From an optimization exercise on the open Yosys and OpenROAD flow, aimed at small area, a short achievable clock period and few clock cycles per item; shortcuts taken in it are not production practice.
Function was checked by simulation only, so behaviour that the tests miss may differ from the original.
No run shown here takes its clock network from TritonCTS; it comes from the design's own scripts or RTL.
The clock input has no modelled driver; a real chip could not lean on it and would need a root buffer or a full tree.
Power figures rest on the tool's default switching activity, not on a simulated workload.

$ cat flow/flow/run.sh
#!/bin/bash
# Layout flow: the standard ORFS flow (standard.sh: unchanged synthesis
# and steps) at the design's clock period and constraints, with these
# settings changed on the make command line:
#  - SETUP_SLACK_MARGIN: ORFS's timing repair aims for this setup slack
#    instead of 0, so the layout reaches a shorter period than the clock's;
#  - BUFFER_PORTS_ARGS: the port buffers are buf_1 cells (resized by the
#    repair where timing needs it) instead of the resizer's default pick;
#  - PRE_CTS_TCL: flow/clock_tree.tcl builds a balanced two-level clock tree
#    (4 + 8 clkbuf_16) in place of clock_tree_synthesis; the rest of ORFS's
#    CTS step (legalisation, timing repair) runs unchanged.
# The make output goes to orfs_make.log; each ORFS step also writes its own
# log under orfs/logs.
set -euo pipefail
bash standard.sh \
  SETUP_SLACK_MARGIN=10.45 \
  "BUFFER_PORTS_ARGS=-buffer_cell sky130_fd_sc_hd__buf_1" \
  "PRE_CTS_TCL=$PWD/flow/clock_tree.tcl" \
  finish > orfs_make.log 2>&1
$ cat flow/flow/clock_tree.tcl
# Clock tree: the clock port drives four clkbuf_16 buffers, one per quarter
# of the flip-flops (split at the median x, then at the median y of each
# half); each drives two clkbuf_16 leaf buffers, one per half of its quarter
# (split at the median of its longer side), placed at the centre of the
# flip-flops they clock, the quarter's buffer between its two leaves. This
# replaces clock_tree_synthesis in ORFS's cts.tcl (through the PRE_CTS_TCL
# hook); the rest of that step (legalisation, timing repair) runs as usual.
rename clock_tree_synthesis orfs_clock_tree_synthesis

proc mcts_split { sinks idx } {
  set s [lsort -integer -index $idx $sinks]
  set h [expr {[llength $s] / 2}]
  return [list [lrange $s 0 [expr {$h - 1}]] [lrange $s $h end]]
}

proc mcts_centre { sinks } {
  set cx 0; set cy 0
  foreach s $sinks { set cx [expr {$cx + [lindex $s 1]}]; set cy [expr {$cy + [lindex $s 2]}] }
  set n [llength $sinks]
  return [list [expr {$cx / $n}] [expr {$cy / $n}]]
}

proc mcts_span { sinks idx } {
  set v [lsort -integer -index $idx $sinks]
  return [expr {[lindex [lindex $v end] $idx] - [lindex [lindex $v 0] $idx]}]
}

proc mcts_buffer { block master name in_net pt } {
  set inst [odb::dbInst_create $block $master $name]
  set net [odb::dbNet_create $block "${name}_net"]
  $net setSigType CLOCK
  [$inst findITerm A] connect $in_net
  [$inst findITerm X] connect $net
  lassign $pt x y
  $inst setLocation [expr {$x - [$master getWidth] / 2}] [expr {$y - [$master getHeight] / 2}]
  $inst setPlacementStatus PLACED
  return $net
}

proc clock_tree_synthesis { args } {
  set block [ord::get_db_block]
  set master [[ord::get_db] findMaster sky130_fd_sc_hd__clkbuf_16]
  set clk_net [[[ord::get_db_block] findBTerm clk] getNet]
  set sinks {}
  foreach it [$clk_net getITerms] {
    set inst [$it getInst]
    lassign [$inst getLocation] x y
    set m [$inst getMaster]
    lappend sinks [list $it [expr {$x + [$m getWidth] / 2}] [expr {$y + [$m getHeight] / 2}]]
  }
  set quarters {}
  foreach half [mcts_split $sinks 1] {
    lappend quarters {*}[mcts_split $half 2]
  }
  set i 0
  foreach qs $quarters {
    set idx [expr {[mcts_span $qs 1] >= [mcts_span $qs 2] ? 1 : 2}]
    set leaves [mcts_split $qs $idx]
    set net1 [mcts_buffer $block $master "clkbuf_q$i" $clk_net [mcts_centre $qs]]
    set j 0
    foreach lg $leaves {
      set net2 [mcts_buffer $block $master "clkbuf_q${i}_$j" $net1 [mcts_centre $lg]]
      foreach s $lg {
        set it [lindex $s 0]
        $it disconnect
        $it connect $net2
      }
      puts "clock leaf buffer clkbuf_q${i}_$j: [llength $lg] flip-flops"
      incr j
    }
    incr i
  }
  set_propagated_clock [all_clocks]
}
$ cat flow/standard.sh
#!/bin/bash
# synth_recipe.tcl (not shown) runs the flow's synth.tcl, then flattens the netlist and writes it again
# the make line also repeats each setting of config.mk as NAME=value (left out here)
make -C /OpenROAD-flow-scripts/flow DESIGN_CONFIG=/design/flow/config.mk WORK_HOME=/design/flow/orfs CLKGATE_MAP_FILE= SYNTH_SCRIPT=/design/flow/synth_recipe.tcl "${@:-finish}"
$ cat flow/config.mk
export PLATFORM = sky130hd
export DESIGN_NAME = fcodec
export DESIGN_NICKNAME = fcodec
export VERILOG_FILES = /design/flow/design.v
export SDC_FILE = /design/flow/constraint.sdc
export NUM_CORES = 4
export LEC_CHECK = 0
export ABC_AREA = 1
export CAP_MARGIN = 20
export CORE_MARGIN = 2
export CORE_UTILIZATION = 40
export PLACE_DENSITY = 0.75
export SLEW_MARGIN = 20
$ cat flow/constraint.sdc
create_clock -name core_clock -period 14.0 [get_ports {clk}]
set_input_delay 2.8000 -clock core_clock [delete_from_list [all_inputs] [get_ports {clk}]]
set_output_delay 2.8000 -clock core_clock [all_outputs]
set_load 0.01 [all_outputs]
$ cat flow/design.v
module fcodec (
    input  wire        clk,
    input  wire        rst,
    input  wire        in_valid,
    output wire        in_ready,
    input  wire [2:0]  op,
    input  wire [7:0]  sig,
    input  wire [63:0] opa,
    output reg         out_valid,
    output reg  [31:0] res,
    output reg         frng,
    output reg  [1:0]  err
);
    assign in_ready = 1'b1;
    wire [63:0] i_ix = 64'd1 << {op[1], sig[4:0]};
    wire [0:0] i_e3;
    assign i_e3[0] = |(i_ix & 64'h0010000000001000);
    wire [0:0] i_e4;
    assign i_e4[0] = |(i_ix & 64'h0008000000000800);
    wire [0:0] i_e5;
    assign i_e5[0] = |(i_ix & 64'h0004000000000400);
    wire [0:0] i_e6;
    assign i_e6[0] = |(i_ix & 64'h0002000000000200);
    wire [0:0] i_e7;
    assign i_e7[0] = |(i_ix & 64'h0001000000000100);
    wire [0:0] i_e8;
    assign i_e8[0] = |(i_ix & 64'h0000800000000080);
    reg        a_v;
    reg [31:0] a_opa;
    reg [2:0]  a_op;
    reg [4:0]  a_S;
    reg [8:3]  a_E;                       
    reg        a_shi;                     
    reg        a_x1, a_x0, a_fhi;         
    always @(posedge clk) begin
        a_v   <= ~rst & in_valid;
        a_opa <= opa[31:0];
        a_op  <= op;
        a_S   <= sig[4:0];
        a_E   <= {i_e8, i_e7, i_e6, i_e5, i_e4, i_e3};
        a_shi <= |sig[7:5];
        a_x1  <= &opa[62:52];
        a_x0  <= ~|opa[62:52];
        a_fhi <= |opa[51:32];
    end
    wire       w24 = a_op[1];
    wire       enc = ~a_op[0];
    wire [4:0] S   = a_S;
    wire [63:0] t_ix = 64'd1 << {w24, S};
    wire [4:0] t_amtn;
    assign t_amtn[0] = |(t_ix & 64'h000aaaa000000aa0);
    assign t_amtn[1] = |(t_ix & 64'h0019999000001990);
    assign t_amtn[2] = |(t_ix & 64'h0007878000000780);
    assign t_amtn[3] = |(t_ix & 64'h00007f8000001f80);
    assign t_amtn[4] = |(t_ix & 64'h0000007000000070);
    wire [0:0] t_ege9;
    assign t_ege9[0] = |(t_ix & 64'h00007ff000000070);
    wire [0:0] t_eeq8;
    assign t_eeq8[0] = |(t_ix & 64'h0000800000000080);
    wire [7:0] t_cr;
    assign t_cr[0] = |(t_ix & 64'h0015000000001500);
    assign t_cr[1] = |(t_ix & 64'h000c000000000c00);
    assign t_cr[2] = |(t_ix & 64'h000c000000000c00);
    assign t_cr[3] = |(t_ix & 64'h0014000000000b00);
    assign t_cr[4] = |(t_ix & 64'h0007000000001300);
    assign t_cr[5] = |(t_ix & 64'h0019000000001d00);
    assign t_cr[6] = |(t_ix & 64'h001e000000001e00);
    assign t_cr[7] = |(t_ix & 64'h0000000000000000);
    wire t_e3 = a_E[3], t_e4 = a_E[4], t_e5 = a_E[5], t_e6 = a_E[6], t_e7 = a_E[7], t_e8 = a_E[8];
    wire [31:0] sx = 32'd1 << S;
    wire [23:0] ge;
    genvar gi;
    generate
        for (gi = 0; gi < 24; gi = gi + 1) begin : g_ge
            assign ge[gi] = |(sx >> gi);
        end
    endgenerate
    wire [22:0] lows, below, rsel, mlo, mhi;
    generate
        for (gi = 0; gi < 23; gi = gi + 1) begin : g_mask
            assign lows[gi]  = ge[gi + 1];                             
            assign below[gi] = ~ge[23 - gi];                           
            assign rsel[gi]  = ge[22 - gi] & ~ge[23 - gi];             
            assign mlo[gi]   = ~ge[gi + 1] & ((gi < 6) ? 1'b1 : ge[(gi < 6) ? 0 : gi - 6]);
            assign mhi[gi]   = ((gi < 7) ? 1'b0 : ~ge[(gi < 7) ? 0 : gi - 6]) & ((gi <= 13) | (w24 & (gi <= 21)));
        end
    endgenerate
    reg [1:0] chk;
    always @(*) begin
        case (a_op)
            3'd0, 3'd1: chk = (a_shi || S < 5'd4 || S > 5'd12) ? 2'd3 : 2'd0;
            3'd2, 3'd3: chk = (a_shi || S < 5'd4 || S > 5'd20) ? 2'd3 : 2'd0;
            3'd4, 3'd5: chk = (a_shi || S != 5'd0) ? 2'd1 : 2'd0;
            default:    chk = 2'd1;
        endcase
    end
    wire [7:0]  e32 = a_opa[30:23];
    wire [22:0] f23 = a_opa[22:0];
    wire den = (t_e8 & (e32 == 8'd0))   | (t_e7 & (e32 <= 8'd64))  |
               (t_e6 & (e32 <= 8'd96))  | (t_e5 & (e32 <= 8'd112)) |
               (t_e4 & (e32 <= 8'd120)) | (t_e3 & (e32 <= 8'd124));
    wire ovf = (t_e8 & (e32 == 8'd255)) | (t_e7 & (e32 > 8'd190))  |
               (t_e6 & (e32 > 8'd158))  | (t_e5 & (e32 > 8'd142))  |
               (t_e4 & (e32 > 8'd134))  | (t_e3 & (e32 > 8'd130));
    wire dzero = (t_e7 & (e32 <= 8'd49))  | (t_e6 & (e32 <= 8'd81))  |
                 (t_e5 & (e32 <= 8'd97))  | (t_e4 & (e32 <= 8'd105)) |
                 (t_e3 & (e32 <= 8'd109));
    wire dz  = den & dzero;
    wire        top  = w24 ? a_opa[22] : a_opa[14];
    wire [22:0] mag  = w24 ? a_opa[22:0] : {8'd0, a_opa[14:0]};
    wire        dden = ~|(mag & ~lows);
    wire        dzer = ~|mag;
    reg  [4:0]  q;
    integer i;
    always @(*) begin
        q = 5'd0;
        for (i = 0; i < 20; i = i + 1)
            if (mag[i]) q = i[4:0];
    end
    wire lo_any = |(mag & mlo);
    wire lo_all = &(mag | ~mlo);
    wire hi_any = |(mag & mhi);
    wire hi_all = &(mag | ~mhi);
    wire d_ovf  = t_ege9 ? (top & (hi_any | lo_all)) : (t_eeq8 & top & lo_all);
    wire d_unf  = t_ege9 ? (~top & ~(hi_all & lo_any)) : (t_eeq8 & dden);
    wire [7:0] r_den = t_cr + {3'd0, q};
    wire [4:0] e5 = e32[4:0];
    wire [4:0] ad = ({5{t_e3}} & (5'd31 - e5)) | ({5{t_e4}} & (5'd28 - e5)) |
                    ({5{t_e5}} & (5'd21 - e5)) | ({5{t_e6}} & (5'd6  - e5)) |
                    ({5{t_e7}} & (5'd7  - e5)) | ({5{t_e8}} & (5'd8  - e5));
    wire [4:0] amt_den = {ad[4] ^ (~w24 & ad[3]), ad[3] ^ ~w24, ad[2:0]};
    wire [4:0] amt = enc ? (den ? amt_den : t_amtn) : (dden ? q : S);
    wire [51:0] V;
    wire [27:0] Vd = w24 ? {{6{~top}}, a_opa[21:0]} : {{14{~top}}, a_opa[13:0]};
    assign V[22:0]  = {23{enc}} & (f23 | below | {23{ovf}});
    assign V[23]    = enc & (den | (~ovf & e32[0]));
    assign V[29:24] = enc ? ({6{~den}} & ({6{ovf}} | e32[6:1])) : Vd[5:0];
    assign V[51:30] = enc ? {22{~den & (ovf | ~e32[7])}} : Vd[27:6];
    wire [46:0] v4 = amt[4] ? V[51:16]  : V[46:0];
    wire [38:0] v3 = amt[3] ? v4[46:8]  : v4[38:0];
    wire [34:0] v2 = amt[2] ? v3[38:4]  : v3[34:0];
    wire [32:0] v1 = amt[1] ? v2[34:2]  : v2[32:0];
    wire [31:0] Y  = amt[0] ? v1[32:1]  : v1[31:0];
    wire st = (~amt[4] | &V[15:0]) & (~amt[3] | &v4[7:0]) & (~amt[2] | &v3[3:0]) &
              (~amt[1] | &v2[1:0]) & (~amt[0] | v1[0]);
    wire rbit = |(f23 & rsel);
    wire all1 = &(f23 | below);
    wire inc1 = rbit & ~all1;
    wire [7:0] r = dden ? r_den : {~Y[31], Y[30:24]};
    wire ok   = (chk == 2'd0);
    wire dspc = dzer | d_ovf | d_unf;
    wire kill = ~ok | a_op[2] | (a_op[0] & dspc) | (enc & dz);
    wire fill = ok & ~a_op[2] & a_op[0] & ~dzer & d_ovf;
    wire val32 = !(a_opa[30:23] == 8'hFF || (a_opa[30:23] == 8'h00 && a_opa[22:0] != 23'd0));
    wire val64 = !(a_x1 || (a_x0 && (a_fhi || a_opa != 32'd0)));
    wire one  = ok & a_op[2] & (a_op[0] ? val64 : val32);
    wire sgn  = ok & ~a_op[2] & ~(a_op[0] & dzer) &
                (a_op[0] ? (w24 ? a_opa[23] : a_opa[15]) : a_opa[31]);
    reg        b_v;
    reg [23:1] b_Y;
    reg [7:0]  b_r;
    reg        b_Y0, b_st, b_den, b_inc1, b_flip, b_w24, b_sgn, b_dec;
    reg        b_kill, b_fill, b_one, b_frng;
    reg [1:0]  b_err;
    always @(posedge clk) begin
        b_v      <= ~rst & a_v;
        b_Y      <= Y[23:1];
        b_r      <= r;
        b_Y0     <= Y[0];
        b_st     <= st;
        b_den    <= den;
        b_inc1   <= inc1;
        b_flip   <= ~den & ~ovf;
        b_w24    <= w24;
        b_sgn    <= sgn;
        b_dec    <= a_op[0];
        b_kill   <= kill;
        b_fill   <= fill;
        b_one    <= one;
        b_frng   <= ok & ~a_op[2] & a_op[0] & ~dzer & (d_ovf | d_unf);
        b_err    <= chk;
    end
    wire        incb = b_den ? (b_Y0 | (b_inc1 & b_st)) : (b_flip & b_inc1);
    wire [22:0] msum = b_Y[23:1] + {22'd0, incb};
    wire [22:0] topf = b_flip ? (b_w24 ? 23'h400000 : 23'h004000) : 23'd0;
    wire [22:0] emag = msum ^ topf;
    reg  [31:0] dat;
    always @(*) begin
        if (b_dec)      dat = {1'b0, b_r, b_Y[23:1]};
        else if (b_w24) dat = {9'd0, emag};
        else            dat = {17'd0, emag[14:0]};
    end
    wire [31:0] sbit = b_dec ? 32'h80000000 : (b_w24 ? 32'h00800000 : 32'h00008000);
    wire [31:0] nres = ({32{~b_kill}} & dat) | ({32{b_fill}} & 32'h7F7FFFFF) |
                       ({32{b_sgn}} & sbit) | {31'd0, b_one};
    always @(posedge clk) begin
        out_valid <= ~rst & b_v;
        err       <= b_err;
        frng      <= b_frng;
        res       <= nres;
    end
endmodule
==> results.toml, run 1 <==
[status]
status = "no timing/DRC/antenna violations"

[synth]
yosysUniqueCellTypes = 62
synthCells = 1628
dominantRegCellSynth = "dfxtp_1"
syn_nets = 1727
ys_warn_count = 1
yosys.area.top_type = "dfxtp_1"
async_flop_share = 0
synth_seq_cells = 133
synth_edf_count = 0
synthDominantCellAreaShare = 0.2654
synth_seq_area_share = 0.2654
synth_area_leaders = "dfxtp_1 (27%), nand2_1 (15%), nand3_1 (14%), inv_1 (5.6%), nor2_1 (5.5%)"
post_synth.cell_area_avg_sq_um = 6.161
synth_area_sq_mm = 0.01003

[place]
hpwl_mm = 27.39
placedCellCount = 1997
routabilityCongestion = 1.029
io_buffers = 112

[worst_setup_path]
ff2ff_setup_slack_ns = 10.62
crit_family = "flip-flops"
crit_path_start_kind = "flip-flop"
arrival_ns = 0.72
worst_ep_required_time_ns = 11.20
critPathMaxFanout = 1
cp_num_buf_inv = 1
cp-end-kind = "primary output"
reg2regPathDepth = 23
critPathKind = "flip-flop to primary output"
slowest_stage = "dfxtp_1"
r2r_start = "a_S[3]"
critPathMaxStageDelay_ns = 0.31
path_cells = "buf_1"
crit-reg2reg-capture = "b_r[7]"

[die]
initial_core_util = 0.4101
dieArea_sq_mm = 0.02636
die_w_um = 162.4
core_sq_mm = 0.02446
ioPinCount = 115
num_rows = 57
die_h_um = 162.4

[sta]
clock_skew_ns = 0.01605
tns_ns = 0
hold_violations = 0
holdWs_ns = 0.3226
fin_crit_ns = 3.522
timing.final.crit_share = 0.2516
max_freq_mhz = 283.9
grt_setup_unrepaired = "true"
slew_viol_final = 0
worst_slew_pin_slew_ns = 0.7934
max_slew_margin = 0.4705
setup_viol = 0

[global_route]
grt_pass1_wl_mm = 56.01
grt-ovfl-total = 0
grt_pass1_vias = 10510
grt_max_degree = 57
grt.total_usage = 0.2617
antenna_found_initial = 0

[clocking]
path_clk_slew_ns = 0.07
insertion_delay_ns = 0.28
holdBufCountCts = 0

[layout]
layout-drive-gt1-share = 0.1028
finish.utilization = 0.4691
fin_nets = 1823
num_antenna_cells = 0
fin_cells = 2046
areaGrowthSynthToFinish_pct = 14.39

[drt]
final_antenna_net_count = 0
drc = 0
routedWlPerCell_um = 17.67
drtIter0Drc = 1662
drt-total-wl_mm = 36.16
dr.pass1.iters = 7
avgViaCountPerCell = 5.786
vias = 11840

[worst_hold_path]
min_path_type = "flip-flop to flip-flop"
min_from = "b_err[1]"
min_to = "err[1]"
hold_depth = 0

[job]
cap_violations = 0

[power]
powerDensity_mw_per_mm2 = 97.98
max-vdd-ir-drop_v = 0.00008522
power_w = 0.001124
leakage_nw = 5.219
Yosys cell counts, types with 5 or more instances:
master     instances
nor3_1            33
xor2_1             9
ha_1              20
o211ai_1          38
o21ai_1           14
nor2_4             8
nand4_1           26
dfxtp_1          133
buf_4              9
buf_2             21
nor4_1            27
o22ai_1           14
o31ai_1            6
inv_1            149
o221ai_1           5
clkbuf_1          35
a31oi_1            6
nand2_1          395
nand3_1          290
o21ai_0           65
nor2_2             5
buf_6              5
a21oi_1           52
o2111ai_1          7
nand3b_1          19
nor2_1           147
inv_2             20
state kept, by name (all words and copies together) (netlist names), 3 cells and up:
| register | flops |
|---|---|
| a_E | 6 |
| a_S | 5 |
| a_op | 3 |
| a_opa | 32 |
| b_Y | 23 |
| b_r | 8 |
| res | 32 |
timing repair:
| action | in CTS | in global routing |
|---|---|---|
| pin swaps | 2 | 7 |
| buffers inserted | 6 | 23 |
| gates resized for setup | 27 | 83 |
| endpoints found under the hold margin | 0 | 0 |
| setup endpoints to repair | 41 | 55 |
| gates cloned | 4 | 4 |
layer usage:
layer | track usage | vias up | wire [um]
li1 | - | 5727 | -
met1 | 0.3581 | 5362 | 15380
met2 | 0.4292 | 647 | 16280
met3 | 0.02317 | 102 | 2947
met4 | 0.09895 | 0 | 1549
met5 | 0 | - | 0
how the worst max path moves through the flow:
stage,endpoint,cells past startpoint,startpoint
floorplan,a_E[4],4,op[1]
global placement,b_r[0],22,a_opa[25]
detailed placement,b_r[7],21,a_opa[25]
CTS,b_Y[8],17,a_opa[27]
global route,b_Y[2],20,a_S[0]
finish,res[23],1,res[23]
final cells by class:
type                            count  area (sq um)
Buffer                             12         300.3
Fill cell                        2659         12990
Inverter                          174         699.4
Multi-Input combinational cell   1250          6541
Sequential cell                   133          2698
Tap cell                          324         405.4
Timing Repair Buffer              151         818.3
Timing Repair inverter              2         12.51
logic make-up after synthesis:
family	after synthesis	share of synthesized area
AOI/OAI and AO/OA	241	0.1531
xor gates and xnor gates	11	0.009605
DFF	133	0.2654
other	1	0.0003738
buffers and inverters	250	0.1038
and+or+nand+nor	971	0.4408
adders and majority gates	21	0.02694
placed cells by master, fill, tap and decap left out, types with 7 or more instances in the layout:
cell,netlist,final
clkbuf_2,2,15
nor4_1,27,27
nand2_2,3,9
dfxtp_4,0,7
clkbuf_16,0,13
o22ai_1,14,14
nand3b_1,19,19
inv_2,20,16
ha_1,20,18
buf_4,9,32
nand3_1,290,289
nand2_1,395,387
o2111ai_1,7,7
nand4_1,26,26
nor3_1,33,30
nor2_1,147,145
dfxtp_2,0,7
o21ai_0,65,62
o21ai_1,14,15
dfxtp_1,133,119
xor2_1,9,9
nor2_4,8,13
o211ai_1,38,38
a21oi_1,52,51
inv_1,149,142
buf_1,4,91
per-stage QoR:
step / instance area [sq um] / setup WS (ns)
3_5_place_dp: 10550 / 9.236
6_report: 11470 / 10.48
5_1_grt: 11470 / 10.45
4_1_cts: 11010 / 10.45
3_3_place_gp: 10550 / 9.260
2_1_floorplan: 10030 / 10.57
report_power, final:
| part | switching, W | leakage, nW | internal, W |
|---|---|---|---|
| combinational | 0.000258 | 3.96 | 0.000133 |
| sequential | 0.0000402 | 1.11 | 0.000425 |
| clock | 0.000116 | 0.148 | 0.000152 |
| total | 0.000414 | 5.22 | 0.000711 |
Testbench counts, summed over its fixed seeds: cycles 32,024, items 32,000.
==> run 2: changes to the inputs <==
--- a/flow/config.mk
+++ b/flow/config.mk
@@ -9,5 +9,5 @@
 export CAP_MARGIN = 20
 export CORE_MARGIN = 2
 export CORE_UTILIZATION = 40
-export PLACE_DENSITY = 0.75
+export PLACE_DENSITY = 0.85
 export SLEW_MARGIN = 20
==> results.toml, run 2 <==
[place]
routabilityCongestion = 1.043
io_buffers = 112
hpwl_mm = 29.13
dpl_cell_area_sq_mm = 0.01055

[layout]
reg_top3 = "a_opa (32), res (32), b_Y (23)"
layout_common_cells = "nand2_1 (386), nand3_1 (287), inv_1 (144)"
num_antenna_cells = 0
n_fill_cell = 2569
areaGrowthSynthToFinish_pct = 15.49
ff_latch_area_sq_mm = 0.002700
multi_input_area_sq_mm = 0.006604
mostFrequentLayoutCell = "nand2_1"
final_cell_area_sq_mm = 0.01158
fin_nets = 1819
layout-drive-gt1-share = 0.1048

[drt]
drtIter0Drc = 1494
routedWlPerCell_um = 19.12
final_antenna_net_count = 0
drc = 0
vias = 11910
drt-total-wl_mm = 39.04
dr.pass1.iters = 6
avgViaCountPerCell = 5.831

[power]
netSwitchingFraction = 0.3755
p_seq_frac = 0.406
max-vdd-ir-drop_v = 0.00006569
cellInternalPower_w = 0.0007157
powerDensity_mw_per_mm2 = 98.92
p_switching_w = 0.0004303
pwr-share-clk = 0.241
leakage_nw = 5.273
pwr-share-comb = 0.353

[synth]
async_flop_share = 0
synth_seq_cells = 133
synth_edf_count = 0
synth_area_sq_mm = 0.01003
synth.most_common_cell = "nand2_1"
synth_area_leaders = "dfxtp_1 (27%), nand2_1 (15%), nand3_1 (14%), inv_1 (5.6%), nor2_1 (5.5%)"
synthDominantCellAreaShare = 0.2654
syn_nets = 1727
synth_seq_area_share = 0.2654
post_synth.cell_area_avg_sq_um = 6.161
ys_warn_count = 1
yosysUniqueCellTypes = 62
synth_common_cells = "nand2_1 (395), nand3_1 (290), inv_1 (149), nor2_1 (147), dfxtp_1 (133)"
yosys.area.top_type = "dfxtp_1"
dominantRegCellSynth = "dfxtp_1"
synthCells = 1628

[worst_setup_path]
ff2ff_setup_slack_ns = 10.54
critPathMaxStageDelay_ns = 0.31
crit_path_start_kind = "flip-flop"
critPathKind = "flip-flop to primary output"
cp-end-kind = "primary output"
worst_ep_required_time_ns = 11.20
path_cells = "buf_1"
critPathMaxFanout = 1
slowest_stage = "dfxtp_1"
cp_num_buf_inv = 1
arrival_ns = 0.73
crit_family = "flip-flops"

[sta]
tns_ns = 0
setup_viol = 0
slew_viol_final = 0
fin_crit_ns = 3.526
clock_skew_ns = 0.02759
timing.final.crit_share = 0.2519
max_freq_mhz = 283.6
hold_violations = 0
worst_slew_pin_slew_ns = 0.9760
grt_setup_unrepaired = "true"
max_slew_margin = 0.3486

[die]
dieArea_sq_mm = 0.02636
ioPinCount = 115
core_sq_mm = 0.02446
num_rows = 57
initial_core_util = 0.4101
die_w_um = 162.4
die_h_um = 162.4

[global_route]
grt-ovfl-total = 0
grt.total_usage = 0.2797
grt_pass1_wl_mm = 58.90
grt_max_degree = 57
antenna_found_initial = 0
grt_pass1_vias = 10970

[clocking]
insertion_delay_ns = 0.29
holdBufCountCts = 0
path_clk_slew_ns = 0.07

[worst_hold_path]
min_path_type = "flip-flop to flip-flop"

[status]
status = "no timing/DRC/antenna violations"

[job]
cap_violations = 0
-- run 2: cell counts after synthesis --
No cell type changed its count.
-- run 2: routing by layer --
metal | vias to the layer above | GRT usage | part of all wire
met5 | - | 0 | 0
met1 | 5422 | 0.3664 | 0.42
li1 | 5714 | - | -
met4 | 0 | 0.1440 | 0.056
met3 | 131 | 0.03183 | 0.076
met2 | 640 | 0.4551 | 0.45
-- run 2: power groups by stage --
stage / logic [W] / registers [W] / clock network [W]
3_5_place_dp: 0.000358 / 0.000473 / 0
6_report: 0.000405 / 0.000465 / 0.000276
2_1_floorplan: 0.000274 / 0.000461 / 0
4_1_cts: 0.000371 / 0.000464 / 0.000281
3_3_place_gp: 0.000356 / 0.000473 / 0
5_1_grt: 0.000448 / 0.000470 / 0.000296
-- run 2: path summary, 6_finish.rpt --
check / cells past startpoint / to / start
min: 0 / err[1] / b_err[1]
min reg2reg: 0 / err[1] / b_err[1]
max: 1 / res[1] / res[1]
max reg2reg: 16 / b_kill / a_S[3]
-- run 2: cells by family after synthesis --
kind of cell    synth area share
simple gates              0.4408
flops                     0.2654
xor+xnor                0.009605
buf+inv                   0.1038
other cells            0.0003738
compound gates            0.1531
fa+ha+maj                0.02694
-- run 2: repair_timing --
item / in CTS / in global routing
buffers inserted: 11 / 11
setup endpoints to repair: 38 / 62
gates cloned: 3 / 7
hold endpoints to repair: 0 / 0
resized for setup: 34 / 93
pin swaps: 2 / 11
-- run 2: final cells by class --
cell class                      count  area share
Timing Repair Buffer              148     0.07582
Sequential cell                   133      0.2331
Timing Repair inverter              1   0.0006480
Multi-Input combinational cell   1250      0.5700
Inverter                          174     0.05951
Tap cell                          324     0.03499
Buffer                             12     0.02592
-- run 2: stage by stage --
stage / total power (W) / worst slack [ns] / hold slack, ns / utilization / instances
5_1_grt: 0.001214 / 10.41 / 0.3464 / 0.4736 / 2042
3_3_place_gp: 0.0008285 / 9.244 / 0.3130 / 0.4314 / 1998
3_5_place_dp: 0.0008316 / 9.317 / 0.3161 / 0.4314 / 1998
4_1_cts: 0.001116 / 10.46 / 0.3330 / 0.4523 / 2024
6_report: 0.001146 / 10.47 / 0.3324 / 0.4736 / 2042
2_1_floorplan: 0.0007352 / 10.57 / 0.3096 / - / 1628
==> run 3: changes to the inputs <==
--- a/flow/flow/run.sh
+++ b/flow/flow/run.sh
@@ -13,7 +13,7 @@
 # log under orfs/logs.
 set -euo pipefail
 bash standard.sh \
-  SETUP_SLACK_MARGIN=10.45 \
+  SETUP_SLACK_MARGIN=10.55 \
   "BUFFER_PORTS_ARGS=-buffer_cell sky130_fd_sc_hd__buf_1" \
   "PRE_CTS_TCL=$PWD/flow/clock_tree.tcl" \
   finish > orfs_make.log 2>&1
--- a/flow/config.mk
+++ b/flow/config.mk
@@ -9,5 +9,5 @@
 export CAP_MARGIN = 20
 export CORE_MARGIN = 2
 export CORE_UTILIZATION = 40
-export PLACE_DENSITY = 0.85
+export PLACE_DENSITY = 0.75
 export SLEW_MARGIN = 20
==> results.toml, run 3 <==
[die]
core_sq_mm = 0.02446
num_rows = 57
initial_core_util = 0.4101
ioPinCount = 115
dieArea_sq_mm = 0.02636
die_w_um = 162.4
die_h_um = 162.4

[layout]
mostFrequentLayoutCell = "nand2_1"
layout-drive-gt1-share = 0.1244
fin_cells = 2052
num_antenna_cells = 0
reg_top3 = "a_opa (32), res (32), b_Y (23)"
areaGrowthSynthToFinish_pct = 16.84
layout_common_cells = "nand2_1 (384), nand3_1 (287), inv_1 (142)"
fin_nets = 1829

[worst_setup_path]
ff2ff_setup_slack_ns = 10.72
crit_path_start_kind = "flip-flop"
cp-end-kind = "primary output"
r2r_start = "a_S[3]"
cp.depth = 1
crit_family = "flip-flops"
startpoint = "err[0]"
path_cells = "buf_6"
critPathKind = "flip-flop to primary output"
crit-reg2reg-capture = "b_Y0"
reg2regPathDepth = 22
slowest_stage = "dfxtp_2"
cp_num_buf_inv = 1
arrival_ns = 0.72
worst_ep_required_time_ns = 11.20
critPathMaxStageDelay_ns = 0.33
endpoint = "err[0]"
critPathMaxFanout = 1

[synth]
post_synth.cell_area_avg_sq_um = 6.161
yosysUniqueCellTypes = 62
synth_area_leaders = "dfxtp_1 (27%), nand2_1 (15%), nand3_1 (14%), inv_1 (5.6%), nor2_1 (5.5%)"
ys_warn_count = 1
synth_common_cells = "nand2_1 (395), nand3_1 (290), inv_1 (149), nor2_1 (147), dfxtp_1 (133)"
synth_area_sq_mm = 0.01003
yosys.area.top_type = "dfxtp_1"
dominantRegCellSynth = "dfxtp_1"
async_flop_share = 0
syn_nets = 1727
synth_seq_cells = 133
synthCells = 1628
synth_seq_area_share = 0.2654
synthDominantCellAreaShare = 0.2654
synth.most_common_cell = "nand2_1"
synth_edf_count = 0

[sta]
grt_setup_unrepaired = "true"
max_slew_margin = 0.4691
fin_crit_ns = 3.516
setup_viol = 0
max_freq_mhz = 284.4
hold_violations = 0
worst_slew_pin_slew_ns = 0.7955
setup_slack_ns = 10.48
clock_skew_ns = 0.01603
tns_ns = 0
holdWs_ns = 0.3253
timing.final.crit_share = 0.2512
slew_viol_final = 0

[place]
hpwl_mm = 27.39
placedCellCount = 1997
io_buffers = 112
routabilityCongestion = 1.029
dp_slack_ns = 9.236

[drt]
routedWlPerCell_um = 17.81
avgViaCountPerCell = 5.827
final_antenna_net_count = 0
vias = 11960
drc = 0
drtIter0Drc = 1631
dr.pass1.iters = 6
drt-total-wl_mm = 36.55

[global_route]
grt_pass1_vias = 10570
grt-ovfl-total = 0
grt_pass1_wl_mm = 56.16
grt_max_degree = 57
grt.total_usage = 0.2626
antenna_found_initial = 0

[power]
max-vdd-ir-drop_v = 0.00008267
leakage_nw = 5.368
powerDensity_mw_per_mm2 = 96.81
power_w = 0.001135

[job]
cap_violations = 0

[clocking]
insertion_delay_ns = 0.28
path_clk_slew_ns = 0.07
holdBufCountCts = 0

[status]
status = "no timing/DRC/antenna violations"

[worst_hold_path]
min_path_type = "flip-flop to flip-flop"
## run 3: cell count changes in the layout (fill, tap and decap cells not counted), sizes merged
| cell | previous run | this run |
|---|---|---|
| a21boi | 2 | 3 |
| buf | 119 | 153 |
| clkbuf | 41 | 15 |
| clkinvlp | 4 | 6 |
| inv | 167 | 166 |
## run 3: logic make-up after synthesis
kind of cell	count (synthesis)	synth area share
AO/OA/AOI/OAI	241	0.1531
XOR/XNOR	11	0.009605
adder cells (fa/ha/maj)	21	0.02694
buffers and inverters	250	0.1038
flip-flops	133	0.2654
other	1	0.0003738
AND/OR/NAND/NOR	971	0.4408
## run 3: area by class of cell
| class | instances | area (sq um) |
|---|---|---|
| fillers | 2622 | 12740 |
| well taps | 324 | 405.4 |
| repair inverters | 2 | 15.01 |
| multi-input cells | 1251 | 6624 |
| inverters | 174 | 705.7 |
| flip-flops and latches | 133 | 2708 |
| repair buffers | 156 | 962.2 |
| plain buffers | 12 | 300.3 |
## run 3: how the worst min path moves through the flow
stage          cells past startpoint     start     end  slack (ns)
2_1_floorplan                      0  b_err[0]  err[0]        0.31
3_3_place_gp                       0  b_err[1]  err[1]        0.31
3_5_place_dp                       0  b_err[1]  err[1]        0.32
4_1_cts                            0  b_err[1]  err[1]        0.33
5_1_grt                            0  b_err[0]  err[0]        0.34
6_report                           0  b_err[1]  err[1]        0.33
## run 3: where the power goes
part,switching [W],internal [W],leakage (nW)
registers,0.0000404,0.000425,1.11
clock network,0.000115,0.000152,0.148
logic,0.000262,0.000141,4.11
total,0.000417,0.000718,5.37
## run 3: stage by stage
step,utilization,area [sq um]
global placement,0.4311,10550
floorplan,-,10030
detailed placement,0.4311,10550
CTS,0.4557,11150
finish,0.4791,11720
global route,0.4791,11720
## run 3: metal layers
layer	GRT usage	share of wire	vias up
met3	0.02343	0.079	120
met5	0	0	-
met4	0.1038	0.047	0
li1	-	-	5756
met1	0.3578	0.43	5468
met2	0.4304	0.45	612
## run 3: what timing repair did
| action | CTS | global route |
|---|---|---|
| pin swaps | 2 | 11 |
| buffers inserted | 11 | 22 |
| endpoints found under the setup margin | 73 | 77 |
| gates resized for setup | 75 | 84 |
| gates cloned | 4 | 6 |
==> run 4: changes to the inputs <==
--- a/flow/flow/run.sh
+++ b/flow/flow/run.sh
@@ -13,7 +13,7 @@
 # log under orfs/logs.
 set -euo pipefail
 bash standard.sh \
-  SETUP_SLACK_MARGIN=10.55 \
+  SETUP_SLACK_MARGIN=10.45 \
   "BUFFER_PORTS_ARGS=-buffer_cell sky130_fd_sc_hd__buf_1" \
   "PRE_CTS_TCL=$PWD/flow/clock_tree.tcl" \
   finish > orfs_make.log 2>&1
--- a/flow/config.mk
+++ b/flow/config.mk
@@ -8,6 +8,6 @@
 export ABC_AREA = 1
 export CAP_MARGIN = 20
 export CORE_MARGIN = 2
-export CORE_UTILIZATION = 40
+export CORE_UTILIZATION = 45
 export PLACE_DENSITY = 0.75
 export SLEW_MARGIN = 20
==> results.toml, run 4 <==
[die]
initial_core_util = 0.4596
ioPinCount = 115
die_h_um = 153.3
num_rows = 54
die_w_um = 153.3
dieArea_sq_mm = 0.02350
core_sq_mm = 0.02182

[power]
powerDensity_mw_per_mm2 = 99.24
p_switching_w = 0.0004208
pwr-share-clk = 0.240
max-vdd-ir-drop_v = 0.00009940
netSwitchingFraction = 0.3718
cellInternalPower_w = 0.0007110
leakage_nw = 5.199
power_w = 0.001132
pwr-share-comb = 0.349
p_seq_frac = 0.411

[worst_setup_path]
reg2regPathDepth = 20
slowest_stage = "dfxtp_2"
critPathMaxStageDelay_ns = 0.33
worst_ep_required_time_ns = 11.20
path_cells = "buf_6"
crit_path_start_kind = "flip-flop"
cp.depth = 1
cp-end-kind = "primary output"
critPathKind = "flip-flop to primary output"
critPathMaxFanout = 1
arrival_ns = 0.72
crit_family = "flip-flops"
cp_num_buf_inv = 1

[global_route]
grt-ovfl-total = 0
grt_pass1_wl_mm = 57.14
grt_max_degree = 57
antenna_found_initial = 0
grt_pass1_vias = 10840
grt.total_usage = 0.2982

[status]
status = "no timing/DRC/antenna violations"

[place]
routabilityCongestion = 1.077
io_buffers = 112
hpwl_mm = 28.09
dp_slack_ns = 9.572
placedCellCount = 1953

[drt]
routedWlPerCell_um = 18.59
dr.pass1.iters = 6
final_antenna_net_count = 0
drtIter0Drc = 1340
drt-total-wl_mm = 37.11
drc = 0
vias = 11890
avgViaCountPerCell = 5.954

[layout]
areaGrowthSynthToFinish_pct = 13.70
fin_cells = 1996
num_antenna_cells = 0
layout_common_cells = "nand2_1 (388), nand3_1 (289), inv_1 (144)"
layout-drive-gt1-share = 0.09674
fin_nets = 1817
reg_top3 = "a_opa (32), res (32), b_Y (23)"
mostFrequentLayoutCell = "nand2_1"

[sta]
fin_crit_ns = 3.524
worst_slew_pin_slew_ns = 0.9236
clock_skew_ns = 0.02558
timing.final.crit_share = 0.2517
setup_viol = 0
max_freq_mhz = 283.8
max_slew_margin = 0.3836
setup_slack_ns = 10.48
hold_violations = 0
slew_viol_final = 0
grt_setup_unrepaired = "true"
tns_ns = 0

[synth]
synth_seq_cells = 133
post_synth.cell_area_avg_sq_um = 6.161
syn_nets = 1727
dominantRegCellSynth = "dfxtp_1"
synth_seq_area_share = 0.2654
yosys.area.top_type = "dfxtp_1"
async_flop_share = 0
synth.most_common_cell = "nand2_1"
yosysUniqueCellTypes = 62
synth_edf_count = 0
synth_area_leaders = "dfxtp_1 (27%), nand2_1 (15%), nand3_1 (14%), inv_1 (5.6%), nor2_1 (5.5%)"
synth_area_sq_mm = 0.01003
ys_warn_count = 1
synthCells = 1628
synthDominantCellAreaShare = 0.2654
synth_common_cells = "nand2_1 (395), nand3_1 (290), inv_1 (149), nor2_1 (147), dfxtp_1 (133)"

[worst_hold_path]
hold_depth = 0
min_path_type = "flip-flop to flip-flop"

[job]
cap_violations = 0

[clocking]
insertion_delay_ns = 0.29
holdBufCountCts = 0
path_clk_slew_ns = 0.09
[run 4: cell counts after synthesis]
Identical to the previous run, type by type.
[run 4: cell type report]
cell class | count | area, sq um
Sequential cell | 133 | 2696
Timing Repair Buffer | 147 | 808.3
Buffer | 12 | 300.3
Fill cell | 2300 | 10420
Inverter | 174 | 689.4
Timing Repair inverter | 1 | 7.507
Multi-Input combinational cell | 1249 | 6553
Tap cell | 280 | 350.3
[run 4: cell families after synthesis]
group,synth area share
xor gates and xnor gates,0.009605
DFF,0.2654
and+or+nand+nor,0.4408
adders and majority gates,0.02694
buffers and inverters,0.1038
other,0.0003738
AOI/OAI and AO/OA,0.1531
[run 4: metrics by stage]
step                      cell area [sq um]  hold WS, ns    util
after floorplan                       10030       0.3096       -
after global placement                10500       0.3105  0.4810
after detailed placement              10500       0.3144  0.4810
after CTS                             10950       0.3304  0.5017
after global routing                  11400       0.3338  0.5226
final                                 11400       0.3281  0.5226
[run 4: timing repair]
item,CTS,global route
setup endpoints to repair,44,50
pin swaps,1,6
resized for setup,35,72
buffers inserted,5,18
gates cloned,3,5
[run 4: worst paths after layout]
path                 start  endpoint  slack [ns]
setup / recovery   res[25]   res[25]       10.48
hold / removal    b_err[0]    err[0]        0.33
setup reg to reg    a_S[3]    b_Y[8]       10.59
hold reg to reg   b_err[0]    err[0]        0.33
[run 4: layer usage]
metal  track usage  share of wire  wire [um]  up-vias
met5             0              0          0        -
met3       0.02949          0.082       3027      121
li1              -              -          -     5709
met4        0.1451          0.056       2079        0
met2        0.4845           0.45      16740      665
met1        0.3965           0.41      15260     5390
[run 4: power groups by stage]
stage / combinational [W] / clock [W] / sequential, W
detailed placement: 0.000357 / 0 / 0.000473
global placement: 0.000353 / 0 / 0.000472
floorplan: 0.000274 / 0 / 0.000461
CTS: 0.000367 / 0.000277 / 0.000465
finish: 0.000395 / 0.000271 / 0.000465
global route: 0.000440 / 0.000290 / 0.000470
==> run 5: changes to the inputs <==
--- a/flow/config.mk
+++ b/flow/config.mk
@@ -8,6 +8,6 @@
 export ABC_AREA = 1
 export CAP_MARGIN = 20
 export CORE_MARGIN = 2
-export CORE_UTILIZATION = 45
+export CORE_UTILIZATION = 35
 export PLACE_DENSITY = 0.75
 export SLEW_MARGIN = 20
==> results.toml, run 5 <==
[sta]
max_slew_margin = 0.4386
clock_skew_ns = 0.03111
tns_ns = 0
fin_crit_ns = 3.519
max_freq_mhz = 284.2
setup_viol = 0
slew_viol_final = 0
grt_setup_unrepaired = "true"
timing.final.crit_share = 0.2513
hold_violations = 0
worst_slew_pin_slew_ns = 0.8411

[clocking]
holdBufCountCts = 0
path_clk_slew_ns = 0.07
insertion_delay_ns = 0.29

[synth]
ys_warn_count = 1
synth_edf_count = 0
synth_area_leaders = "dfxtp_1 (27%), nand2_1 (15%), nand3_1 (14%), inv_1 (5.6%), nor2_1 (5.5%)"
syn_nets = 1727
synth.most_common_cell = "nand2_1"
yosysUniqueCellTypes = 62
dominantRegCellSynth = "dfxtp_1"
synth_common_cells = "nand2_1 (395), nand3_1 (290), inv_1 (149), nor2_1 (147), dfxtp_1 (133)"
yosys.area.top_type = "dfxtp_1"
post_synth.cell_area_avg_sq_um = 6.161
synth_seq_area_share = 0.2654
synth_seq_cells = 133
synth_area_sq_mm = 0.01003
synthDominantCellAreaShare = 0.2654
async_flop_share = 0
synthCells = 1628

[worst_setup_path]
reg2regPathDepth = 21
ff2ff_setup_slack_ns = 10.60
cp-end-kind = "primary output"
worst_ep_required_time_ns = 11.20
critPathKind = "flip-flop to primary output"
cp_num_buf_inv = 1
arrival_ns = 0.72
critPathMaxFanout = 1
r2r_start = "a_S[3]"
crit_family = "flip-flops"
crit_path_start_kind = "flip-flop"
critPathMaxStageDelay_ns = 0.31
path_cells = "buf_1"
crit-reg2reg-capture = "b_Y[1]"
slowest_stage = "dfxtp_1"

[die]
die_w_um = 173.3
core_sq_mm = 0.02801
die_h_um = 173.3
ioPinCount = 115
initial_core_util = 0.3581
dieArea_sq_mm = 0.03003
num_rows = 61

[drt]
drc = 0
avgViaCountPerCell = 5.680
routedWlPerCell_um = 17.58
vias = 11900
final_antenna_net_count = 0
drt-total-wl_mm = 36.83
dr.pass1.iters = 8
drtIter0Drc = 1355

[layout]
fin_nets = 1818
reg_top3 = "a_opa (32), res (32), b_Y (23)"
mostFrequentLayoutCell = "nand2_1"
fin_cells = 2095
num_antenna_cells = 0
layout_common_cells = "nand2_1 (387), nand3_1 (289), nor2_1 (142), inv_1 (142), dfxtp_1 (120)"
areaGrowthSynthToFinish_pct = 14.92
layout-drive-gt1-share = 0.09901

[job]
cap_violations = 0

[power]
max-vdd-ir-drop_v = 0.00005825
powerDensity_mw_per_mm2 = 98.14
leakage_nw = 5.199

[place]
placedCellCount = 2051
routabilityCongestion = 1.023
hpwl_mm = 27.55
io_buffers = 112

[worst_hold_path]
min_to = "err[0]"
min_path_type = "flip-flop to flip-flop"
hold_depth = 0
min_from = "b_err[0]"

[global_route]
antenna_found_initial = 0
grt_pass1_vias = 10570
grt_pass1_wl_mm = 56.61
grt.total_usage = 0.2289
grt_max_degree = 57
grt-ovfl-total = 0

[status]
status = "no timing/DRC/antenna violations"
## run 5: worst max path at each step
| stage | start | endpoint | slack, ns | cells past startpoint |
|---|---|---|---|---|
| after floorplan | op[1] | a_E[4] | 10.57 | 4 |
| after global placement | a_S[4] | b_Y[1] | 9.50 | 21 |
| after detailed placement | a_S[4] | b_Y[1] | 9.52 | 21 |
| after CTS | err[0] | err[0] | 10.45 | 1 |
| after global routing | a_S[2] | b_st | 10.41 | 25 |
| final | res[31] | res[31] | 10.48 | 1 |
## run 5: final cells by class
cell class,instances,area [sq um]
fill,3065,16480
timing repair buffer,147,785.8
tap,378,473.0
inverter,174,694.4
multi-input combinational,1250,6565
buffer,12,300.3
timing repair inverter,1,7.507
sequential,133,2701
## run 5: kinds of logic (layout without fill, tap and decap cells)
family                   count (synthesis)  count (layout)  share of synthesized area
XOR/XNOR                                11              11                   0.009605
AND/OR/NAND/NOR                        971             976                     0.4408
flip-flops                             133             133                     0.2654
AO/OA/AOI/OAI                          241             241                     0.1531
buffers and inverters                  250             334                     0.1038
adder cells (fa/ha/maj)                 21              21                    0.02694
other                                    1               1                  0.0003738
## run 5: metrics by stage
stage	hold slack, ns	total power (W)	utilization	cell area, sq um	worst slack [ns]
final	0.3304	0.001131	0.4115	11530	10.48
after global routing	0.3522	0.001206	0.4115	11530	10.41
after CTS	0.3353	0.001111	0.3955	11080	10.45
after detailed placement	0.3171	0.0008284	0.3789	10610	9.519
after global placement	0.3149	0.0008241	0.3789	10610	9.502
after floorplan	0.3096	0.0007352	-	10030	10.57
## run 5: metal layers
layer / up-vias / wire (um) / track usage
met1: 5369 / 15500 / 0.3140
met2: 696 / 16010 / 0.3637
met4: 0 / 1731 / 0.09216
met5: - / 0 / 0
met3: 125 / 3593 / 0.02961
li1: 5709 / - / -
## run 5: report_power, final
part | switching [W] | total (W) | internal [W] | leakage, nW
clock | 0.000122 | 0.000274 | 0.000152 | 0.148
sequential | 0.0000404 | 0.000465 | 0.000425 | 1.11
combinational | 0.000260 | 0.000392 | 0.000133 | 3.94
total | 0.000422 | 0.00113 | 0.000710 | 5.20
## run 5: repair_timing
item / CTS / global route
cloned: 4 / 4
hold endpoints to repair: 0 / 0
setup endpoints to repair: 40 / 51
pin swaps: 1 / 9
setup buffers: 5 / 19
gates resized for setup: 33 / 78
==> run 6: changes to the inputs <==
==> flow/flow/run.sh (replaced) <==
#!/bin/bash
# Layout flow: the standard ORFS flow (standard.sh) at the design's
# clock period and constraints, with these settings changed on the make
# command line:
#  - SYNTH_SCRIPT: flow/mysynth.tcl, the standard synthesis with ABC's
#    combinational mapping run with flow/map.abc (an area-oriented script)
#    instead of ORFS's abc_area.script; registers are unchanged;
#  - SETUP_SLACK_MARGIN: ORFS's timing repair aims for this setup slack
#    instead of 0, so the layout reaches a shorter period than the clock's;
#  - BUFFER_PORTS_ARGS: the port buffers are buf_1 cells (resized by the
#    repair where timing needs it) instead of the resizer's default pick;
#  - PRE_CTS_TCL: flow/clock_tree.tcl builds a balanced two-level clock tree
#    (4 + 8 clkbuf_16) in place of clock_tree_synthesis; the rest of ORFS's
#    CTS step (legalisation, timing repair) runs unchanged.
# The make output goes to orfs_make.log; each ORFS step also writes its own
# log under orfs/logs (synthesis: orfs/logs/.../1_2_yosys.log).
set -euo pipefail
export MAP_ABC="$PWD/flow/map.abc"
export MAP_ABC_DELAY_PS=3000
bash standard.sh \
  "SYNTH_SCRIPT=$PWD/flow/mysynth.tcl" \
  SETUP_SLACK_MARGIN=10.45 \
  "BUFFER_PORTS_ARGS=-buffer_cell sky130_fd_sc_hd__buf_1" \
  "PRE_CTS_TCL=$PWD/flow/clock_tree.tcl" \
  finish > orfs_make.log 2>&1
==> flow/flow/map.abc (new file) <==
strash; &get -n; &fraig -x; &put; scorr; dc2; dretime; strash; dch -f; map -a; topo; stime -c; upsize -c {D}; dnsize -c {D}
==> flow/flow/mysynth.tcl (new file) <==
# Synthesis: the standard synthesis script (the contents of
# synth_recipe.tcl, which runs ORFS's synth.tcl), with ABC's technology
# mapping of the combinational logic run with the script $MAP_ABC
# (flow/map.abc) instead of ORFS's abc_area.script. Yosys maps the registers
# before ABC runs, so they are the standard synthesis's.
proc synth {args} { yosys synth -nofsm -noshare {*}$args }
proc abc {args} {
  set out {}
  set skip 0
  foreach a $args {
    if { $skip } { set skip 0; continue }
    if { $a eq "-script" || $a eq "-D" } { set skip 1; continue }
    lappend out $a
  }
  yosys abc {*}$out -script $::env(MAP_ABC) -D $::env(MAP_ABC_DELAY_PS)
}
source $::env(SCRIPTS_DIR)/synth.tcl
# left out here: clear keep_hierarchy, flatten, clean up, hide names made inside functions, write 1_2_yosys.v
--- a/flow/config.mk
+++ b/flow/config.mk
@@ -8,6 +8,5 @@
 export ABC_AREA = 1
 export CAP_MARGIN = 20
 export CORE_MARGIN = 2
-export CORE_UTILIZATION = 35
-export PLACE_DENSITY = 0.75
+export CORE_UTILIZATION = 40
 export SLEW_MARGIN = 20
==> results.toml, run 6 <==
[status]
status = "no timing/DRC/antenna violations"

[layout]
layout_common_cells = "nand2_1 (224), nor2_1 (153), clkinv_1 (136)"
mostFrequentLayoutCell = "nand2_1"
n_fill_cell = 2307
fin_nets = 1714
reg_top3 = "a_opa (32), res (32), b_Y (23)"
num_antenna_cells = 0
layout-drive-gt1-share = 0.2325
areaGrowthSynthToFinish_pct = 31.32

[die]
num_rows = 55
die_h_um = 155.6
dieArea_sq_mm = 0.02423
ioPinCount = 115
initial_core_util = 0.4063
core_sq_mm = 0.02264
die_w_um = 155.6

[worst_setup_path]
path_common_cell = "nor2_4"
crit_family = "simple AND/OR/NAND/NOR gates"
critPathMaxStageDelay_ns = 0.38
arrival_ns = 4.46
critPathMaxFanout = 8
crit_path_start_kind = "flip-flop"
crit-reg2reg-capture = "b_r[5]"
r2r_start = "a_S[1]"
cp-end-kind = "flip-flop"
worst_ep_required_time_ns = 14.17
ff2ff_setup_slack_ns = 9.71
cp_num_buf_inv = 11
slowest_stage = "dfxtp_4"
cp.depth = 32
critPathKind = "flip-flop to flip-flop"
reg2regPathDepth = 32

[drt]
routedWlPerCell_um = 20.33
drtIter0Drc = 1244
dr.pass1.iters = 7
drt-total-wl_mm = 38.59
vias = 11250
drc = 0
avgViaCountPerCell = 5.929
final_antenna_net_count = 0

[synth]
synth_edf_count = 0
post_synth.cell_area_avg_sq_um = 6.685
yosys.area.top_type = "dfxtp_1"
syn_nets = 1475
yosysUniqueCellTypes = 65
async_flop_share = 0
synth_area_leaders = "dfxtp_1 (29%), nand2_1 (9.6%), nor2_1 (7.4%), o21ai_0 (7.0%), clkinv_1 (6.2%)"
synthCells = 1376
synth_seq_cells = 133
synthDominantCellAreaShare = 0.2894
synth.most_common_cell = "nand2_1"
synth_area_sq_mm = 0.009199
dominantRegCellSynth = "dfxtp_1"
ys_warn_count = 1
synth_common_cells = "nand2_1 (235), nor2_1 (181), clkinv_1 (153), dfxtp_1 (133), o21ai_0 (128)"
synth_seq_area_share = 0.2894

[sta]
slew_viol_final = 0
max_slew_margin = 0.2791
worst_slew_pin_slew_ns = 1.054
max_freq_mhz = 233.0
hold_violations = 0
timing.final.crit_share = 0.3065
grt_setup_unrepaired = "true"
tns_ns = 0
fin_crit_ns = 4.291
setup_viol = 0
clock_skew_ns = 0.01316
setup_slack_ns = 9.709

[power]
max-vdd-ir-drop_v = 0.00008655
leakage_nw = 4.844
powerDensity_mw_per_mm2 = 100.4
power_w = 0.001213

[global_route]
grt_max_degree = 34
grt-ovfl-total = 0
grt_pass1_wl_mm = 57.45
grt_pass1_vias = 10370
grt.total_usage = 0.3003
antenna_found_initial = 0

[place]
dp_slack_ns = 8.564
io_buffers = 112
hpwl_mm = 28.86
routabilityCongestion = 1.044

[worst_hold_path]
min_to = "err[1]"
min_path_type = "flip-flop to flip-flop"
hold_depth = 0
min_from = "b_err[1]"

[clocking]
path_clk_slew_ns = 0.07
holdBufCountCts = 0
insertion_delay_ns = 0.28

[job]
cap_violations = 0
run 6: cell types whose count changed in the layout (fill, tap and decap cells not counted), sizes merged, moves of 19 or more:
cell / change
o211ai: -39
a21oi: +60
o21ai: +79
nand2: -163
inv: -118
mux2i: +48
buf: +58
clkinv: +141
nand3: -248
nor2: +43
a31oi: +19
run 6: cell type report:
type,instances,area (sq um),area share
flip-flops and latches,133,2695,0.2231
inverters,194,890.9,0.07374
multi-input cells,1054,6460,0.5348
well taps,285,356.6,0.02952
plain buffers,12,300.3,0.02486
repair buffers,217,1349,0.1117
repair inverters,3,28.78,0.002382
run 6: worst max path at each step:
stage | startpoint | end
after floorplan | a_S[1] | b_r[5]
after global placement | a_op[1] | b_r[3]
after detailed placement | a_op[1] | b_r[2]
after CTS | a_S[1] | b_r[0]
after global routing | a_S[1] | b_r[2]
final | a_S[1] | b_r[5]
run 6: cells by family after synthesis:
kind of cell,Yosys count,synth area share
compound gates,382,0.2491
xor+xnor,8,0.007617
fa+ha+maj,21,0.02938
flops,133,0.2894
mux,48,0.05223
other cells,1,0.0004077
buf+inv,195,0.08760
simple gates,588,0.2843
run 6: stage by stage:
stage               utilization  instance area, sq um  hold slack (ns)  cells
detailed placement       0.4463                 10100           0.3146   1777
global route             0.5336                 12080           0.3449   1898
floorplan                     -                  9296           0.3096   1376
global placement         0.4463                 10100           0.3144   1777
CTS                      0.5003                 11330           0.3314   1856
finish                   0.5336                 12080           0.3278   1898
run 6: routing by layer:
layer | global-route usage | wire, um | vias up
li1 | - | - | 5275
met1 | 0.3889 | 15540 | 5166
met2 | 0.4964 | 17450 | 662
met3 | 0.05556 | 3596 | 151
met4 | 0.1153 | 2010 | 0
met5 | 0 | 0 | -
run 6: what timing repair did:
item	CTS	global route
gates cloned	7	3
buffers inserted	60	39
pin swaps	40	23
resized for setup	123	144
endpoints found under the setup margin	36	72
run 6: report_power, final:
part	leakage (nW)	internal [W]	switching [W]
logic	3.59	0.000177	0.000302
registers	1.11	0.000422	0.0000425
clock network	0.148	0.000152	0.000116

[port drivers added, routing unchanged]
The flow's constraints put no driver on any port. The routed layouts listed below were extracted and timed again, unchanged, in two steps.
Step 1 sets driving cells, clkbuf_16 on the clock port and buf_2 on the other inputs (assumed; they add their load-dependent delay and slew).
Step 2 times the ports against the registers' clock, not the clock port: input delays grow and output delays shrink by t, the midpoint of the rising clock arrivals with the driver on.
Three values: no drivers, after step 1, after step 2; two values: the first two.
run	shift t [ns]	setup slack, ns	worst register clock-pin slew, ns
run 1	0.375	10.478 / 10.376 / 10.273	0.08 / 0.08
run 2	0.385	10.474 / 10.367 / 10.392	0.09 / 0.09
run 3	0.377	10.484 / 10.378 / 10.383	0.08 / 0.08
run 4	0.383	10.476 / 10.369 / 10.399	0.09 / 0.09
run 5	0.388	10.481 / 10.371 / 10.291	0.09 / 0.09
run 6	0.371	9.709 / 9.709 / 9.709	0.07 / 0.07
After both steps setup and hold are still met in every run listed. For run 1, which loses most, drivers alone change the setup slack by -0.102 ns; drivers and shift together by -0.205 ns.
